From an optimization exercise on the open Yosys and OpenROAD flow, aimed at small area; shortcuts taken in it are not production practice.
The RTL was checked by simulation tests, not by an equivalence proof against the original design.
Power and IR drop assume default switching activity.

==> flow/design.v <==
module spi_unit #(
    parameter integer CLKFREQ = 80000000
) (
    input  wire        clk,
    input  wire        rst,          
    input  wire        mb_we,
    input  wire [31:0] mb_wdata,
    output wire [31:0] mb_rdata,
    output wire        sclk,
    output reg         mosi,
    input  wire        miso,
    output wire        mem_we,
    output wire [14:0] mem_addr,
    output wire [7:0]  mem_wdata
);
    localparam [31:0] BUSY = 32'hFFFF_FFFD;
    localparam [26:0] ACC0 = 27'd67108864 - (CLKFREQ / 2);
    reg [31:0] mbn;          
    reg        cpol;
    reg        cpha;
    reg        bitorder;     
    reg [30:0] freq;
    reg        s_wop;        
    reg        s_shift;      
    reg        s_store;      
    reg        s_done;       
    reg [1:0]  kd;           
    reg [4:0]  pos;          
    reg [4:0]  rem;          
    reg        phase;        
    reg [26:0] z;            
    wire [31:0] mb   = ~mbn;
    wire        busy = s_shift | s_store | s_done;
    wire        s_cmd = ~(s_wop | busy);
    assign mb_rdata  = busy ? BUSY : mb;
    assign sclk      = cpol ^ phase;
    assign mem_we    = s_store;
    assign mem_addr  = mb[14:0];
    assign mem_wdata = mb[31:24];
    wire       fn_ok  = (mb[7:4] == 4'd0) & (~mb[3] | (mb[2:0] == 3'd0));    
    wire [3:0] fn     = mb[3:0];
    wire       cmd    = s_cmd & mb[31] & fn_ok;
    wire       rsv    = s_cmd & mb[31] & ~fn_ok;    
    wire       f_rd   = (fn == 4'd1) | (fn == 4'd3);
    wire       f_mode = (fn == 4'd5);
    wire       f_bits = (fn == 4'd6);
    wire       f_get  = fn[3];
    wire       f_opr  = ~f_rd & ~f_mode & ~f_bits & ~f_get;    
    wire       opnd   = s_wop & ~mb[31];                        
    wire [4:0] nm1;
    wire [5:0] nb;
    assign nb[0] = 1'b1;
    genvar gi;
    generate
        for (gi = 0; gi < 5; gi = gi + 1) begin : g_nm1
            assign nm1[gi]    = mb[8 + gi] ^ nb[gi];
            assign nb[gi + 1] = nb[gi] & ~mb[8 + gi];
        end
    endgenerate
    wire        start = (cmd & f_rd) | (opnd & ~kd[0]);
    wire        tick  = z[26];
    wire        zt    = tick;
    wire [25:0] zx    = z[25:0];
    wire [24:0] fx    = freq[24:0] & {25{~s_store}};
    wire [25:0] y;                        
    wire [26:0] yc;
    assign yc[9]  = 1'b0;
    assign y[8:0] = zx[8:0];
    generate
        for (gi = 9; gi < 26; gi = gi + 1) begin : g_cor
            wire kb = zt & ACC0[gi];
            assign y[gi]      = zx[gi] ^ kb ^ yc[gi];
            assign yc[gi + 1] = (zx[gi] & kb) | (zx[gi] & yc[gi]) | (kb & yc[gi]);
        end
    endgenerate
    wire [26:0] z_nxt;                    
    wire [26:0] sc;
    assign sc[0] = 1'b0;
    generate
        for (gi = 0; gi < 26; gi = gi + 1) begin : g_add
            wire fb = (gi < 25) ? fx[gi] : 1'b0;
            assign z_nxt[gi]  = y[gi] ^ fb ^ sc[gi];
            assign sc[gi + 1] = (y[gi] & fb) | (y[gi] & sc[gi]) | (fb & sc[gi]);
        end
    endgenerate
    assign z_nxt[26] = sc[26];
    always @(posedge clk) begin
        if ((s_cmd | s_wop) & ~start)
            z <= {1'b1, 26'd0};           
        else
            z <= z_nxt;
    end
    wire lead  = s_shift & tick & ~phase;
    wire trail = s_shift & tick & phase;
    wire reads = kd[0] | kd[1];
    wire samp  = reads & (cpha ? trail : lead);
    wire last  = (rem == 5'd0);
    wire [4:0] pos_adv;
    wire [5:0] pt;
    assign pt[0] = 1'b1;
    generate
        for (gi = 0; gi < 5; gi = gi + 1) begin : g_pos
            assign pos_adv[gi] = pos[gi] ^ pt[gi];
            assign pt[gi + 1]  = pt[gi] & (pos[gi] ^ bitorder);
        end
    endgenerate
    wire [4:0] rem_dec;
    wire [5:0] rb;
    assign rb[0] = 1'b1;
    generate
        for (gi = 0; gi < 5; gi = gi + 1) begin : g_rem
            assign rem_dec[gi] = rem[gi] ^ rb[gi];
            assign rb[gi + 1]  = rb[gi] & ~rem[gi];
        end
    endgenerate
    wire [3:0] pd_lo = {pos[1:0] == 2'd3, pos[1:0] == 2'd2, pos[1:0] == 2'd1, pos[1:0] == 2'd0};
    wire [7:0] pd_hi = {pos[4:2] == 3'd7, pos[4:2] == 3'd6, pos[4:2] == 3'd5, pos[4:2] == 3'd4,
                        pos[4:2] == 3'd3, pos[4:2] == 3'd2, pos[4:2] == 3'd1, pos[4:2] == 3'd0}
                       & {8{samp & miso}};
    wire [31:0] wr;
    generate
        for (gi = 0; gi < 32; gi = gi + 1) begin : g_wr
            assign wr[gi] = pd_hi[gi / 4] & pd_lo[gi % 4];
        end
    endgenerate
    wire [8:0] cnt     = mb[23:15];
    wire       cnt_z   = (cnt[7:0] == 8'd0);
    wire       cnt_end = cnt[8] & cnt_z;
    wire [23:0] st_val;
    wire [15:0] ac;
    assign ac[0] = 1'b1;
    generate
        for (gi = 0; gi < 15; gi = gi + 1) begin : g_inc
            assign st_val[gi] = mb[gi] ^ ac[gi];
            assign ac[gi + 1] = mb[gi] & ac[gi];
        end
    endgenerate
    assign st_val[23:15] = {cnt[7:0], cnt[8] ^ cnt[4] ^ cnt_z};
    wire set_all = rsv | (cmd & (f_mode | f_bits)) | (opnd & (kd == 2'b11))
                 | (s_done & ~kd[0]);
    wire set_hi  = set_all | (cmd & f_opr);
    wire ld_all  = cmd & (f_rd | f_get);
    wire ld_0    = cmd & ~f_mode & ~f_bits;
    wire cclr    = opnd & (kd == 2'b10);
    wire [30:0] fget = freq & {31{f_get}};
    wire [31:0] mbn_d;
    generate
        for (gi = 0; gi < 32; gi = gi + 1) begin : g_mb
            wire set = (gi == 0) ? set_all : set_hi;
            wire ld  = (gi == 0) ? ld_0 : ld_all;
            wire ldv = (gi < 31) ? fget[gi] : 1'b0;
            wire stv = (gi < 24) ? st_val[gi] : 1'b0;    
            wire clr = (gi >= 15) ? cclr : 1'b0;
            wire keep = ~(ld | s_store | clr);
            wire unit = set | wr[gi] | (ld & ldv) | (s_store & stv) | (keep & mb[gi]);
            assign mbn_d[gi] = ~(mb_we ? mb_wdata[gi] : unit);    
        end
    endgenerate
    always @(posedge clk) begin
        if (rst)
            mbn <= 32'd0;                         
        else
            mbn <= mbn_d;
    end
    wire send   = ~kd[1] & ~kd[0];
    wire n0     = (rem == 5'd31);             
    wire go_snd = opnd & send & ~n0;          
    wire fin    = trail & last;               
    wire adv    = (go_snd & ~cpha) | trail;
    wire mo_en  = (go_snd & ~cpha) | (lead & send & cpha) | (trail & send & ~cpha & ~last);
    wire nxtb   = s_store & ~cnt_end;         
    always @(posedge clk) begin
        if (rst) begin
            cpol     <= 1'b0;
            cpha     <= 1'b0;
            bitorder <= 1'b0;
            freq     <= 31'd0;
            phase    <= 1'b0;
            mosi     <= 1'b0;
            s_wop    <= 1'b0;
            s_shift  <= 1'b0;
            s_store  <= 1'b0;
            s_done   <= 1'b0;
        end else begin
            if (cmd & f_mode) begin
                cpha <= mb[8];
                cpol <= mb[9];
            end
            if (cmd & f_bits)
                bitorder <= mb[10];
            if (opnd & (kd == 2'b11))
                freq <= mb[30:0];
            if (s_shift & tick)
                phase <= ~phase;
            if (mo_en)
                mosi <= mb[pos];
            s_wop   <= (cmd & f_opr) | (s_wop & mb[31]);
            s_shift <= (cmd & f_rd & (mb[12:8] != 5'd0)) | (opnd & (kd == 2'b10)) | go_snd
                     | (s_shift & ~fin) | nxtb;
            s_store <= fin & kd[1];
            s_done  <= (cmd & f_rd & (mb[12:8] == 5'd0)) | (opnd & send & n0)
                     | (fin & ~kd[1]) | (s_store & cnt_end);
        end
    end
    always @(posedge clk) begin
        if (s_cmd) begin
            kd  <= {mb[2], mb[0]};
            rem <= mb[2] ? 5'd7 : nm1;
            pos <= bitorder ? (mb[2] ? 5'd31 : nm1) : {mb[2], mb[2], 3'b000};
        end else begin
            if (adv)
                pos <= pos_adv;
            if (trail)
                rem <= rem_dec;
            if (nxtb) begin
                pos <= bitorder ? 5'd31 : 5'd24;
                rem <= 5'd7;
            end
        end
    end
endmodule
==> flow/flow/run.sh <==
#!/bin/bash
# Own layout flow: the standard flow, with three changes.
#  1. After the standard synthesis, the combinational logic is mapped again
#     by ABC for area. Flip-flops, tie cells and (in one variant) adder cells
#     stay exactly as the standard synthesis made them. Each ABC script in
#     flow/resyn*.abc is tried, with and without keeping the half adders, and
#     the smallest netlist is kept.
#  2. The port buffers use the smallest buffer cell.
#  3. The clock tree uses clkbuf_8 and no dummy loads.
# Each tool writes its full output to a log file in this folder.
set -euo pipefail
here=$(pwd)
res=$here/orfs/results/${FLOW_PLATFORM}/spi_unit/base
lib=$FLOW_HOME/platforms/${FLOW_PLATFORM}/lib/sky130_fd_sc_hd__tt_025C_1v80.lib
yosys=${YOSYS_EXE:-$FLOW_HOME/../tools/install/yosys/bin/yosys}
knobs=(
  BUFFER_PORTS_ARGS="-buffer_cell sky130_fd_sc_hd__buf_1"
  CTS_ARGS="-sink_clustering_enable -repair_clock_nets -buf_list sky130_fd_sc_hd__clkbuf_8 -dont_use_dummy_load"
)

# 1. standard synthesis
bash standard.sh "${knobs[@]}" "$res/1_2_yosys.v" > synth_flow.log 2>&1
cp "$res/1_2_yosys.v" standard_1_2_yosys.v

# 2. remap the combinational logic, keep the smallest result
python3 flow/cellfunc.py "$lib" map_fa.v 'fa|fah|fahcin|fahcon' > cellfunc.log 2>&1
python3 flow/cellfunc.py "$lib" map_faha.v 'fa|ha|fah|fahcin|fahcon' >> cellfunc.log 2>&1
best=""
best_area=""
for map in fa faha; do
  for abc in flow/resyn*.abc; do
    tag=${map}_$(basename "$abc" .abc)
    cat > "resyn_$tag.ys" <<EOT
read_liberty -lib $lib
read_verilog standard_1_2_yosys.v
hierarchy -check -top $FLOW_TOP
techmap -map map_$map.v
opt -purge
techmap
opt -fast
abc -liberty $lib -script $here/$abc -dont_use *lpflow* -dont_use *probe*
opt_clean -purge
hilomap -singleton -hicell sky130_fd_sc_hd__conb_1 HI -locell sky130_fd_sc_hd__conb_1 LO
splitnets
opt_clean -purge
stat -liberty $lib
write_verilog -noattr -noexpr -nohex -nodec resyn_$tag.v
EOT
    if "$yosys" -s "resyn_$tag.ys" > "resyn_$tag.log" 2>&1; then
      area=$(sed -n "s/.*Chip area for module .*: \([0-9.]*\).*/\1/p" "resyn_$tag.log" | tail -1)
      echo "$tag $area" >> resyn_areas.txt
      if [[ -n "$area" ]] && { [[ -z "$best_area" ]] || awk "BEGIN{exit !($area < $best_area)}"; }; then
        best=$tag
        best_area=$area
      fi
    fi
  done
done
echo "kept $best $best_area" >> resyn_areas.txt
cp "resyn_$best.v" "$res/1_2_yosys.v"

# 3. the rest of the standard flow
bash standard.sh "${knobs[@]}" finish > standard_flow.log 2>&1
==> flow/flow/cellfunc.py <==
#!/usr/bin/env python3
"""Write a Yosys techmap file that turns the platform's combinational cells
back into logic (full adders, tie cells and all cells with state are left
alone). usage: cellfunc.py LIB OUT [KEEP_REGEX]"""
import re, sys
txt = open(sys.argv[1]).read()
out = []
for c in re.split(r'\n\s*cell\s*\(\s*"?', txt)[1:]:
    name = re.match(r'(\w+)', c).group(1)
    if re.search(r'\bff\s*\(|\blatch\s*\(|statetable', c):
        continue
    keep = sys.argv[3] if len(sys.argv) > 3 else r'fa|fah|fahcin|fahcon'
    if re.search(r'__(' + keep + r'|conb|tap\w*|decap|fill|diode|probe\w*|lpflow\w*)_', name + '_'):
        continue
    ins, outs = [], []
    for p, body in re.findall(r'\n\s*pin\s*\(\s*"?(\w+)"?\s*\)\s*\{(.*?)\n\s{8}\}', c, re.S):
        d = re.search(r'direction\s*:\s*"?(\w+)', body)
        if not d:
            continue
        if d.group(1) == 'input':
            ins.append(p)
        elif d.group(1) == 'output':
            f = re.search(r'function\s*:\s*"([^"]*)"', body)
            if f:
                outs.append((p, f.group(1)))
    if not outs or not ins:
        continue
    body = ''
    for p, f in outs:
        f = f.replace('!', '~').replace('*', '&').replace('+', '|')
        f = re.sub(r'(\w|\))\s+(?=[\w(~])', r'\1&', f)
        body += '  output %s;\n  assign %s = %s;\n' % (p, p, f)
    out.append('module %s(%s);\n%s%sendmodule\n' % (
        name, ', '.join(ins + [p for p, _ in outs]), ''.join('  input %s;\n' % i for i in ins), body))
open(sys.argv[2], 'w').write(''.join(out))
==> flow/flow/resyn1.abc <==
strash
balance -l
resub -K 6 -l
rewrite -l
resub -K 6 -N 2 -l
refactor -l
resub -K 8 -l
balance -l
resub -K 8 -N 2 -l
rewrite -l
resub -K 10 -l
rewrite -z -l
resub -K 10 -N 2 -l
balance -l
resub -K 12 -l
refactor -z -l
resub -K 12 -N 2 -l
rewrite -z -l
balance -l
dch -f
amap -m
topo
==> flow/flow/resyn2.abc <==
strash
balance -l
resub -K 6 -l
rewrite -l
resub -K 6 -N 2 -l
refactor -l
resub -K 8 -l
balance -l
resub -K 8 -N 2 -l
rewrite -l
resub -K 10 -l
rewrite -z -l
resub -K 10 -N 2 -l
balance -l
resub -K 12 -l
refactor -z -l
resub -K 12 -N 2 -l
rewrite -z -l
balance -l
dch -f
amap
topo
==> flow/flow/resyn3.abc <==
strash
&get -n
&fraig -x
&put
scorr
dc2
strash
balance -l
resub -K 6 -l
rewrite -l
resub -K 6 -N 2 -l
refactor -l
resub -K 8 -l
balance -l
resub -K 8 -N 2 -l
rewrite -l
resub -K 10 -l
rewrite -z -l
resub -K 10 -N 2 -l
balance -l
resub -K 12 -l
refactor -z -l
resub -K 12 -N 2 -l
rewrite -z -l
balance -l
dch -f
amap
topo
==> flow/flow/resyn4.abc <==
strash
balance -l
resub -K 6 -l
rewrite -l
resub -K 6 -N 2 -l
refactor -l
resub -K 8 -l
balance -l
resub -K 8 -N 2 -l
rewrite -l
resub -K 10 -l
rewrite -z -l
resub -K 10 -N 2 -l
balance -l
resub -K 12 -l
refactor -z -l
resub -K 12 -N 2 -l
rewrite -z -l
balance -l
dch -f
map -a
topo
==> flow/flow/resyn5.abc <==
strash
balance -l
resub -K 6 -l
rewrite -l
resub -K 6 -N 2 -l
refactor -l
resub -K 8 -l
balance -l
resub -K 8 -N 2 -l
rewrite -l
resub -K 10 -l
rewrite -z -l
resub -K 10 -N 2 -l
balance -l
resub -K 12 -l
refactor -z -l
resub -K 12 -N 2 -l
rewrite -z -l
balance -l
balance -l
resub -K 6 -l
rewrite -l
resub -K 6 -N 2 -l
refactor -l
resub -K 8 -l
balance -l
resub -K 8 -N 2 -l
rewrite -l
resub -K 10 -l
rewrite -z -l
resub -K 10 -N 2 -l
balance -l
resub -K 12 -l
refactor -z -l
resub -K 12 -N 2 -l
rewrite -z -l
balance -l
dch -f
amap
topo
==> flow/flow/resyn6.abc <==
strash
&get -n
&fraig -x
&put
scorr
dc2
strash
balance -l
resub -K 6 -l
rewrite -l
resub -K 6 -N 2 -l
refactor -l
resub -K 8 -l
balance -l
resub -K 8 -N 2 -l
rewrite -l
resub -K 10 -l
rewrite -z -l
resub -K 10 -N 2 -l
balance -l
resub -K 12 -l
refactor -z -l
resub -K 12 -N 2 -l
rewrite -z -l
balance -l
dch -f
amap
strash
dch -f
amap
topo
==> flow/flow/resyn7.abc <==
strash
&get -n
&fraig -x
&put
scorr
dc2
strash
balance -l
resub -K 6 -l
rewrite -l
resub -K 6 -N 2 -l
refactor -l
resub -K 8 -l
balance -l
resub -K 8 -N 2 -l
rewrite -l
resub -K 10 -l
rewrite -z -l
resub -K 10 -N 2 -l
balance -l
resub -K 12 -l
refactor -z -l
resub -K 12 -N 2 -l
rewrite -z -l
balance -l
dch -f
amap -m
topo
==> flow/flow/resyn8.abc <==
strash
&get -n
&fraig -x
&put
scorr
dc2
strash
balance -l
resub -K 6 -l
rewrite -l
resub -K 6 -N 2 -l
refactor -l
resub -K 8 -l
balance -l
resub -K 8 -N 2 -l
rewrite -l
resub -K 10 -l
rewrite -z -l
resub -K 10 -N 2 -l
balance -l
resub -K 12 -l
refactor -z -l
resub -K 12 -N 2 -l
rewrite -z -l
balance -l
dc2
dch -f
amap
topo
==> flow/flow/resyn9.abc <==
strash
&get -n
&fraig -x
&put
scorr
dc2
strash
balance -l
resub -K 6 -l
rewrite -l
resub -K 6 -N 2 -l
refactor -l
resub -K 8 -l
balance -l
resub -K 8 -N 2 -l
rewrite -l
resub -K 10 -l
rewrite -z -l
resub -K 10 -N 2 -l
balance -l
resub -K 12 -l
refactor -z -l
resub -K 12 -N 2 -l
rewrite -z -l
balance -l
&get -n
&dch -f
&nf -R 1000
&put
==> flow/standard.sh <==
#!/bin/bash
# synth_recipe.tcl (not shown) runs the flow's synth.tcl, then flattens the netlist and writes it again
# the make line also repeats each setting of config.mk as NAME=value (left out here)
make -C /OpenROAD-flow-scripts/flow DESIGN_CONFIG=/design/flow/config.mk WORK_HOME=/design/flow/orfs CLKGATE_MAP_FILE= SYNTH_SCRIPT=/design/flow/synth_recipe.tcl "${@:-finish}"
==> flow/config.mk <==
export PLATFORM = sky130hd
export DESIGN_NAME = spi_unit
export DESIGN_NICKNAME = spi_unit
export VERILOG_FILES = /design/flow/design.v
export SDC_FILE = /design/flow/constraint.sdc
export NUM_CORES = 4
export LEC_CHECK = 0
export CAP_MARGIN = 20
export CORE_MARGIN = 2
export CORE_UTILIZATION = 40
export PLACE_DENSITY = 0.45
export SLEW_MARGIN = 20
==> flow/constraint.sdc <==
create_clock -name core_clock -period 10.0 [get_ports {clk}]
set_input_delay 2.0000 -clock core_clock [delete_from_list [all_inputs] [get_ports {clk}]]
set_output_delay 2.0000 -clock core_clock [all_outputs]
set_load 0.01 [all_outputs]
==> results.ini, run 1 <==
[sta]
worst_pin_slew_ns=1.03
min_period_ns=9.59
clock_skew_ns=0.0354
finalHoldViolCount=0
relSlewSlack_pct=31.2
fin_crit_sh_pct=95.9
finalMaxSlewViolations=0
fmax_ghz=0.104
holdWs_ns=0.472
rsz0062_at_grt=no
tns_ns=0
worst_slack_ns=0.409
setup_viol=0

[place]
dpl_worst_slack_ns=-0.311
hpwl_um=14900
port_buffers=93
post-place-cells=995
gp_congestion=0.950

[pwr]
vdd_drop_max_mv=0.0820
total_power_uw=750
leakage_uw=0.00213
power.density_mw_per_mm2=112

[clocking]
clockBufferDepth=2
root_buffer=clkbuf_8
cts-buffers-inserted=9
clkSinkCount=111
cts_htree_levels=3
cts_tree=built
clk_pin_slew_ns=0.12
clkLatencyLatePin_ns=0.40

[run]
drv_cap=0

[critical_path]
startpoint_type=flip-flop
reg2reg_slack_ns=0.41
r2r_start=s_store
cp.arrival_ns=9.90
cp-end-kind=flip-flop
cpMostUsedCell=fa_2
slowest_stage=fa_1
path_max_fanout=4
reg2reg_to=z[25]
max_stage_delay_ns=0.46
startpoint=s_store
worstSetupPathType=reg -> reg
cp.required_ns=10.31
reg2reg_depth=31

[final_layout]
drive_gt1_share_pct=5.37
area_delta_synth_final_pct=14.9
fill_cells=1495
fin_cells=1004
diodes=0
final_net_count=890

[run_status]
status=timing/DRC/antenna clean

[route]
detail-route-antenna-nets=0
via_per_inst=5.74
initialDrtViolationCount=439
drc=0
dr.pass1.iters=7
wl_per_cell_um=20.4
routed-via-count=5760
routed_wl_um=20400

[floorplan]
initial_utilization_pct=40.6
num_rows=44
core_mm2=0.0144
boundaryPins=94
die_w_um=125
die_area_mm2=0.0156
die_y_um=125

[hold_path]
hold-path-cell-count=2
min_path_type=reg -> reg
hp-start=freq[30]
whs_endpoint=freq[30]

[grt]
grtUsageTotal_pct=26.6
grt_pass1_vias=5686
grt_max_degree=41
antenna_found_initial=0
grt_pass1_wl_um=32000
grt.overflow.total=0

[synth]
synthCells=705
avgSynthCellArea_um2=8.27
yosysWarnings=1
syn_nets=773
synth_area_mm2=0.00583

==> timing repair <==
action / CTS / global route
resized for setup: 7 / 7
endpoints found under the setup margin: 3 / 3
hold buffers: 0 / 0
setup buffers: 0 / 0
==> registers in the layout (all words and copies together), names as in the netlist, 2 cells and up <==
register and cells:
freq 31, pos 5, kd 2, mbn 32, rem 5, z 27
==> power by group <==
part	internal, µW	switching [µW]
Combinational	18.4	36.5
Clock	81.4	146
Sequential	456	11.9
Total	556	194
==> worst max-delay path by stage <==
stage	to	cells after the start
after floorplan	z[25]	31
after global placement	z[25]	31
after detailed placement	z[25]	31
after CTS	z[25]	31
after global routing	z[25]	31
final	z[25]	31
==> worst max-delay path, delay by kind of cell (launching register included) <==
kind	cells	cell delay, ns
adder cells (fa/ha/maj)	24	8.46
flip-flops	1	0.39
buffers and inverters	4	0.26
AO/OA/AOI/OAI	2	0.22
AND/OR/NAND/NOR	1	0.17
==> through the flow <==
stage	area (µm²)	utilization (%)
2_1_floorplan	5860	-
3_3_place_gp	6550	45.6
3_5_place_dp	6550	45.6
4_1_cts	6690	46.5
5_1_grt	6700	46.6
6_report	6700	46.6
==> area by class of cell <==
| cell class | count | area [µm²] | area share [%] |
|---|---|---|---|
| Inverter | 103 | 399 | 5.95 |
| Clock buffer | 9 | 124 | 1.85 |
| Sequential cell | 111 | 2350 | 35.0 |
| Tap cell | 184 | 230 | 3.43 |
| Timing Repair Buffer | 106 | 447 | 6.66 |
| Multi-Input combinational cell | 491 | 3160 | 47.1 |
==> cell usage in the layout, fill, tap and decap left out, types with 2 or more instances in the layout <==
cell type / n
nor2_1: 113
clkinv_1: 101
dfxtp_1: 98
buf_1: 93
nand2_1: 79
o21ai_0: 50
a21oi_1: 37
o22ai_1: 27
a221oi_1: 26
o32ai_1: 24
nor3_1: 20
fa_1: 16
fa_2: 16
buf_4: 13
edfxtp_1: 12
nor2b_1: 9
clkbuf_8: 9
o22a_1: 8
o221ai_1: 8
a2111oi_0: 7
nand3_1: 6
nand4_1: 6
or2_0: 6
or3_1: 5
a211oi_1: 5
o211ai_1: 4
o21a_1: 3
a32oi_1: 2
a31oi_1: 2
a22oi_1: 2
a21o_1: 2
==> per-layer routing <==
layer,vias to the layer above,part of all wire [%],track usage (%)
met3,42,5.8,5.11
met5,-,0,0
met4,0,3.2,8.86
met2,242,46,42.8
met1,2729,45,36.0
li1,2747,-,-
==> inputs of run 2 (changes only) <==
--- a/flow/config.mk
+++ b/flow/config.mk
@@ -8,5 +8,4 @@
 export CAP_MARGIN = 20
 export CORE_MARGIN = 2
 export CORE_UTILIZATION = 40
-export PLACE_DENSITY = 0.45
 export SLEW_MARGIN = 20
==> results.ini, run 2 <==
[pwr]
power.density_mw_per_mm2=112
p_sw_share_pct=25.8
switchingPower_uw=193
seq_power_share_pct=62.5
combPwrFrac_pct=7.4
p_int_uw=555
clkPwrFrac_pct=30.1
leakage_uw=0.00213
vdd_drop_max_mv=0.0899

[clocking]
clkSinkCount=111
root_buffer=clkbuf_8
clockBufferDepth=2
hold_buffers=0
cts_tree=built
post-cts-setup-buffers=0
cts-buffers-inserted=9
clkLatencyLatePin_ns=0.40
clk_pin_slew_ns=0.10
cts_htree_levels=3

[final_layout]
mostFrequentLayoutCells=nor2_1, clkinv_1, dfxtp_1, buf_1, nand2_1
diodes=0
final_area_mm2=0.00670
final_common_cell=nor2_1
multi_input_area_mm2=0.00315
area_delta_synth_final_pct=14.9
fin_cells=1004
top_register=mbn
largest_reg_flops=32
utilization_pct=46.6
top_regs=mbn: 32 flops, freq: 31 flops, z: 27 flops
final_net_count=890
drive_gt1_share_pct=5.12
seq_area_mm2=0.00235
fill_cells=1448

[route]
via_per_inst=5.77
routed-via-count=5796
detail-route-antenna-nets=0
routed_wl_um=19200
initialDrtViolationCount=565
drc=0
dr.pass1.iters=6
wl_per_cell_um=19.2

[critical_path]
cp.required_ns=10.29
slowest_stage=fa_1
max_stage_delay_ns=0.46
cp_num_buf_inv=4
path_max_fanout=4
worstSetupPathType=reg -> reg
cp.arrival_ns=9.90
startpoint_type=flip-flop
cp-end-kind=flip-flop
cpMostUsedCell=fa_2
crit_family=adder cells

[place]
hpwl_um=14100
dpl_worst_slack_ns=-0.301
placed_cell_area_mm2=0.00654
gp_congestion=0.951
post-place-cells=995
port_buffers=93

[sta]
worst_pin_slew_ns=0.877
fin_crit_sh_pct=96.1
setup_viol=0
worst_slack_ns=0.394
relSlewSlack_pct=41.2
finalHoldViolCount=0
holdWs_ns=0.482
clock_skew_ns=0.0289
rsz0062_at_grt=no
fmax_ghz=0.104
finalMaxSlewViolations=0
min_period_ns=9.61

[grt]
grtUsageTotal_pct=24.5
antenna_found_initial=0
grt_pass1_vias=5624
grt_max_degree=41
grt_pass1_wl_um=30300
grt.overflow.total=0

[synth]
synthCells=705
syn_nets=773
avgSynthCellArea_um2=8.27
synth_area_mm2=0.00583
yosysWarnings=1

[floorplan]
die_y_um=125
num_rows=44
initial_utilization_pct=40.6
core_mm2=0.0144
boundaryPins=94
die_area_mm2=0.0156
die_w_um=125

[run]
drv_cap=0

[hold_path]
min_path_type=reg -> reg

[run_status]
status=timing/DRC/antenna clean

==> run 2: changes by cell type in the layout (fill, tap and decap cells not counted), sizes merged <==
cell	change
inv	-1
clkinv	+1
==> run 2: tightest hold or removal path, cell delays in order (launching register included) <==
cell and delay, ns:
dfxtp_1 0.31, clkinv_1 0.05, a221oi_1 0.07
==> run 2: layout make-up <==
class / count / area share [%]
repair buffers: 106 / 6.67
inverters: 103 / 5.96
well taps: 184 / 3.44
clock buffers: 9 / 1.85
flip-flops and latches: 111 / 35.0
multi-input cells: 491 / 47.1
==> run 2: power by group through the flow <==
stage	sequential, µW	clock [µW]	combinational, µW
final	467	225	55.2
after global routing	469	246	60.3
after CTS	467	230	54.7
after detailed placement	477	0	54.4
after global placement	477	0	53.8
after floorplan	473	0	30.4
==> run 2: timing repair <==
item / CTS / global route
pin swaps: 1 / 0
endpoints found under the setup margin: 3 / 3
gates resized for setup: 7 / 6
cloned: 0 / 0
==> run 2: per-stage QoR <==
step / total power [µW] / TNS, ns
final: 748 / 0
after global routing: 774 / 0
after CTS: 752 / 0
after detailed placement: 532 / -0.706
after global placement: 531 / -0.361
after floorplan: 503 / 0
==> run 2: worst paths after layout <==
path              startpoint       end  slack (ns)  depth (start not counted)
setup / recovery     s_store     z[25]        0.39                         31
hold / removal      freq[30]  freq[30]        0.48                          2
setup reg to reg     s_store     z[25]        0.39                         31
hold reg to reg     freq[30]  freq[30]        0.48                          2
==> run 2: layer usage <==
metal / track usage, % / share of wire (%) / up-vias
met4: 6.15 / 1.5 / 0
li1: - / - / 2736
met3: 4.51 / 7.9 / 29
met2: 39.5 / 46 / 261
met1: 34.0 / 45 / 2770
met5: 0 / 0 / -

afterwards: timing with drivers on the ports:
No port has a modelled driver above. Below, the same layouts with a new extraction and two added sets of constraints. Step 1 sets driving cells, clkbuf_16 on the clock port and buf_2 on the other inputs (assumed; they add their load-dependent delay and slew). Step 2 also shifts input and output timing later by t, the mid clock arrival at the registers, as if the neighbouring blocks saw the same clock. Three values: no drivers, after step 1, after step 2; two values: the first two.
| run | t, ns | setup slack, ns | worst setup path after step 2 | worst register clock-pin slew, ns |
|---|---|---|---|---|
| run 1 | 0.425 | 0.409 / 0.409 / 0.409 | register to register | 0.12 / 0.12 |
| run 2 | 0.421 | 0.394 / 0.394 / 0.394 | register to register | 0.11 / 0.11 |
After both steps every run listed still meets setup and hold.
